What follows belongs to an exercise in optimizing a design on an open flow for small area, a short achievable clock period and few clock cycles per item; a production flow would make more cautious choices.
Power figures rest on the tool's default switching activity, not on a simulated workload.

## ssaf_chdec
module ssaf_chdec (
    input  wire        clk,
    input  wire        rst,         
    input  wire        cmd_valid,
    output wire        cmd_ready,
    input  wire [31:0] cmd_s,
    input  wire [31:0] cmd_d,
    input  wire        k_valid,
    output wire        k_ready,
    input  wire [5:0]  k_data,
    input  wire        d_valid,
    output wire        d_ready,
    input  wire [31:0] d_off,
    input  wire [31:0] d_len,
    input  wire        in_valid,
    output wire        in_ready,
    input  wire [31:0] in_data,
    output reg         out_valid,
    input  wire        out_ready,
    output reg  [31:0] out_data,
    output reg         out_last
);
Settings: LEC_CHECK=0, ABC_CLOCK_PERIOD_IN_PS=4000, CAP_MARGIN=20, CORE_MARGIN=2, CORE_UTILIZATION=40, PLACE_DENSITY=0.6, SETUP_SLACK_MARGIN=5, SLEW_MARGIN=20; clock period 10.0 ns.
standard.sh (not shown) runs the stock make flow with config.mk's settings and CLKGATE_MAP_FILE= SYNTH_SCRIPT=/design/flow/synth_recipe.tcl, a recipe that flattens the netlist after the stock synthesis.
==> flow/flow/run.sh <==
#!/bin/bash
# The standard layout (standard.sh: the standard synthesis and ORFS
# steps), with the port buffers made of buf_2 cells instead of the delay
# buffers buffer_ports picks by default. make's output goes to
# standard_make.log; each ORFS step keeps its own log under orfs/logs/.
set -euo pipefail
bash standard.sh finish "BUFFER_PORTS_ARGS=-buffer_cell sky130_fd_sc_hd__buf_2" > standard_make.log 2>&1
Edit:
--- a/flow/design.v
+++ b/flow/design.v
@@ -104,23 +104,22 @@
     wire done    = busy && d_end && s_end;
     wire push    = (sq_zero || sq_lit) && !q1v;
     wire last    = (pos_inc == cmd_s);
     wire [3:0] push_d = {sq_zero, last, (pos[31:1] == 31'd0),
                          sq_lit && (cidx == 12'd0)};
     assign cmd_ready = cack;
     assign d_ready   = dack;
     reg [31:0] wa, wb;
     reg        hsel;
     reg        v0, v1;       
     reg [4:0]  p;
-    reg [4:0]  p_f;          
     reg [5:0]  k;
     reg        in_rem;       
     reg        drop;         
     reg        tv;
     reg        t_comp;       
     reg        t_uk;         
     reg        t_r;          
     reg        t_acc;        
     reg [31:0] t_w;          
     reg [4:0]  t_u;          
     reg [4:0]  t_sh;         
@@ -134,27 +133,27 @@
     wire zfree    = !zv || out_free;
     wire tfree    = !tv || zfree;
     wire h_zero  = q0[3];
     wire h_last  = q0[2];
     wire h_first = q0[1];
     wire h_newk  = q0[0];
     assign k_ready  = q0v && !h_zero && h_newk && !tv;
     assign in_ready = !v1;
     wire [31:0] w0 = hsel ? wb : wa;
     wire [31:0] w1 = hsel ? wa : wb;
     wire [63:0] B  = {w0, w1};
-    wire [46:0] f1 = p_f[4] ? B[47:1]  : B[63:17];
-    wire [38:0] f2 = p_f[3] ? f1[38:0] : f1[46:8];
-    wire [34:0] f3 = p_f[2] ? f2[34:0] : f2[38:4];
-    wire [32:0] f4 = p_f[1] ? f3[32:0] : f3[34:2];
-    wire [31:0] W  = p_f[0] ? f4[31:0] : f4[32:1];
+    wire [46:0] f1 = p[4] ? B[47:1]  : B[63:17];
+    wire [38:0] f2 = p[3] ? f1[38:0] : f1[46:8];
+    wire [34:0] f3 = p[2] ? f2[34:0] : f2[38:4];
+    wire [32:0] f4 = p[1] ? f3[32:0] : f3[34:2];
+    wire [31:0] W  = p[0] ? f4[31:0] : f4[32:1];
     wire [31:0] pmask = {32{1'b1}} << p;          
     reg  [63:0] zr;
     always @(*)
         for (i = 0; i < 64; i = i + 1)
             zr[i] = !B[63 - i] && ((i >= 32) ? v1 : (v0 && pmask[i]));
     reg [31:0] e1f; reg [31:0] e1q;
     reg [15:0] e2f; reg [31:0] e2q;
     reg [7:0]  e3f; reg [23:0] e3q;
     reg [3:0]  e4f; reg [15:0] e4q;
     reg [1:0]  e5f; reg [9:0]  e5q;
     reg        found;
@@ -242,24 +241,22 @@
     wire [31:0] zinc  = inc32(base | k32m);       
     wire        take  = tv && zfree;
     wire [31:0] e   = (z >> 1) ^ {32{z[0]}};
     wire [15:0] tm  = zfirst ? 16'd0 : tp;
     wire [15:0] ysum = add16(tp, e[15:0], 1'b0);
     wire [15:0] pa  = {tm[14:0], 1'b0};
     wire [15:0] pb  = {e[14:0], 1'b0};
     wire [15:0] pc  = ~out_data[15:0];
     wire [15:0] ps  = pa ^ pb ^ pc;
     wire [15:0] pcy = (pa & pb) | (pa & pc) | (pb & pc);
     wire [15:0] tnext = add16(ps, {pcy[14:0], 1'b1}, 1'b0);
-    always @(posedge clk)
-        p_f <= pn;
     always @(posedge clk) begin
         if (rst) begin
             busy      <= 1'b0;
             cack      <= 1'b0;
             dack      <= 1'b0;
             in_run    <= 1'b0;
             q0v       <= 1'b0;
             q1v       <= 1'b0;
             v0        <= 1'b0;
             v1        <= 1'b0;
             hsel      <= 1'b0;
@@ -291,31 +288,31 @@
                 d_left <= d_dec;
                 d_end  <= (d_left == 32'd1);
             end
             if (push) begin
                 pos   <= pos_inc;
                 s_end <= last;
                 if (sq_lit)
                     cidx <= cidx_inc[11:0];
                 if (sq_zero)
                     in_run <= !run_end;
             end
-            if (!q1v)
-                q1 <= push_d;
             if (pop) begin
                 q0v <= q1v || push;
                 q0  <= q1v ? q1 : push_d;
                 q1v <= 1'b0;
             end else begin
                 if (!q0v)
                     q0 <= push_d;
+                else if (!q1v)
+                    q1 <= push_d;
                 q0v <= q0v || push;
                 q1v <= q1v || (q0v && push);
                 if (k_valid && k_ready)
                     q0[0] <= 1'b0;
             end
             if (k_valid && k_ready)
                 k <= k_data;
             drop <= pop && h_last;
             p    <= pn;
             v0   <= sh1 ? (v1 || fw) : (v0 || fw);
             v1   <= !sh1 && (v1 || (fw && v0));
- The new run finished clean
- via count came out lower by 0.36%
- power shrinks by 4.3%
- clock-buffer cell count went down by 9
- combinational power goes down by 8.5%
- routed wire length hardly moves
- clock skew barely changes
- cell count goes down by 2.3%
- design area drops by 1.1%
- sequential share of layout area barely changes
- setup slack degrades by 0.066 ns
- sequential power is lower by about 3%
- global-route usage went up by 0.85 points
- first-iteration DRC count goes up by 22%
- synthesized cell count drops by 1.5%
No run of this note included a check of the RTL's function; only the layout flow was run.

==> port drivers added, routing unchanged <==
No port has a modelled driver above. Below, the same layouts with a new extraction and two added sets of constraints.
Step 1 (the two cells are an assumption about what drives the block):
set clk [get_ports {clk}]
set_driving_cell -lib_cell sky130_fd_sc_hd__clkbuf_16 $clk
set_driving_cell -lib_cell sky130_fd_sc_hd__buf_2 [delete_from_list [all_inputs] $clk]
Step 2 times the ports against the registers' clock, not the clock port: input delays grow and output delays shrink by t, the midpoint of the rising clock arrivals with the driver on.
a / b / c = no drivers / after step 1 / after step 2; a / b = the first two.
run	shift t [ns]	setup WS [ns]	worst hold slack (ns)	worst register clock-pin slew, ns
the first run	0.645	5.124 / 5.124 / 4.579	0.433 / 0.433 / 0.433	0.07 / 0.07
the second run	0.643	5.059 / 5.059 / 4.639	0.422 / 0.422 / 0.422	0.07 / 0.07
After both steps setup and hold are still met in every run listed. The setup slack of the first run, which loses most, moves by 0.000 ns with the drivers and by -0.545 ns with both steps.
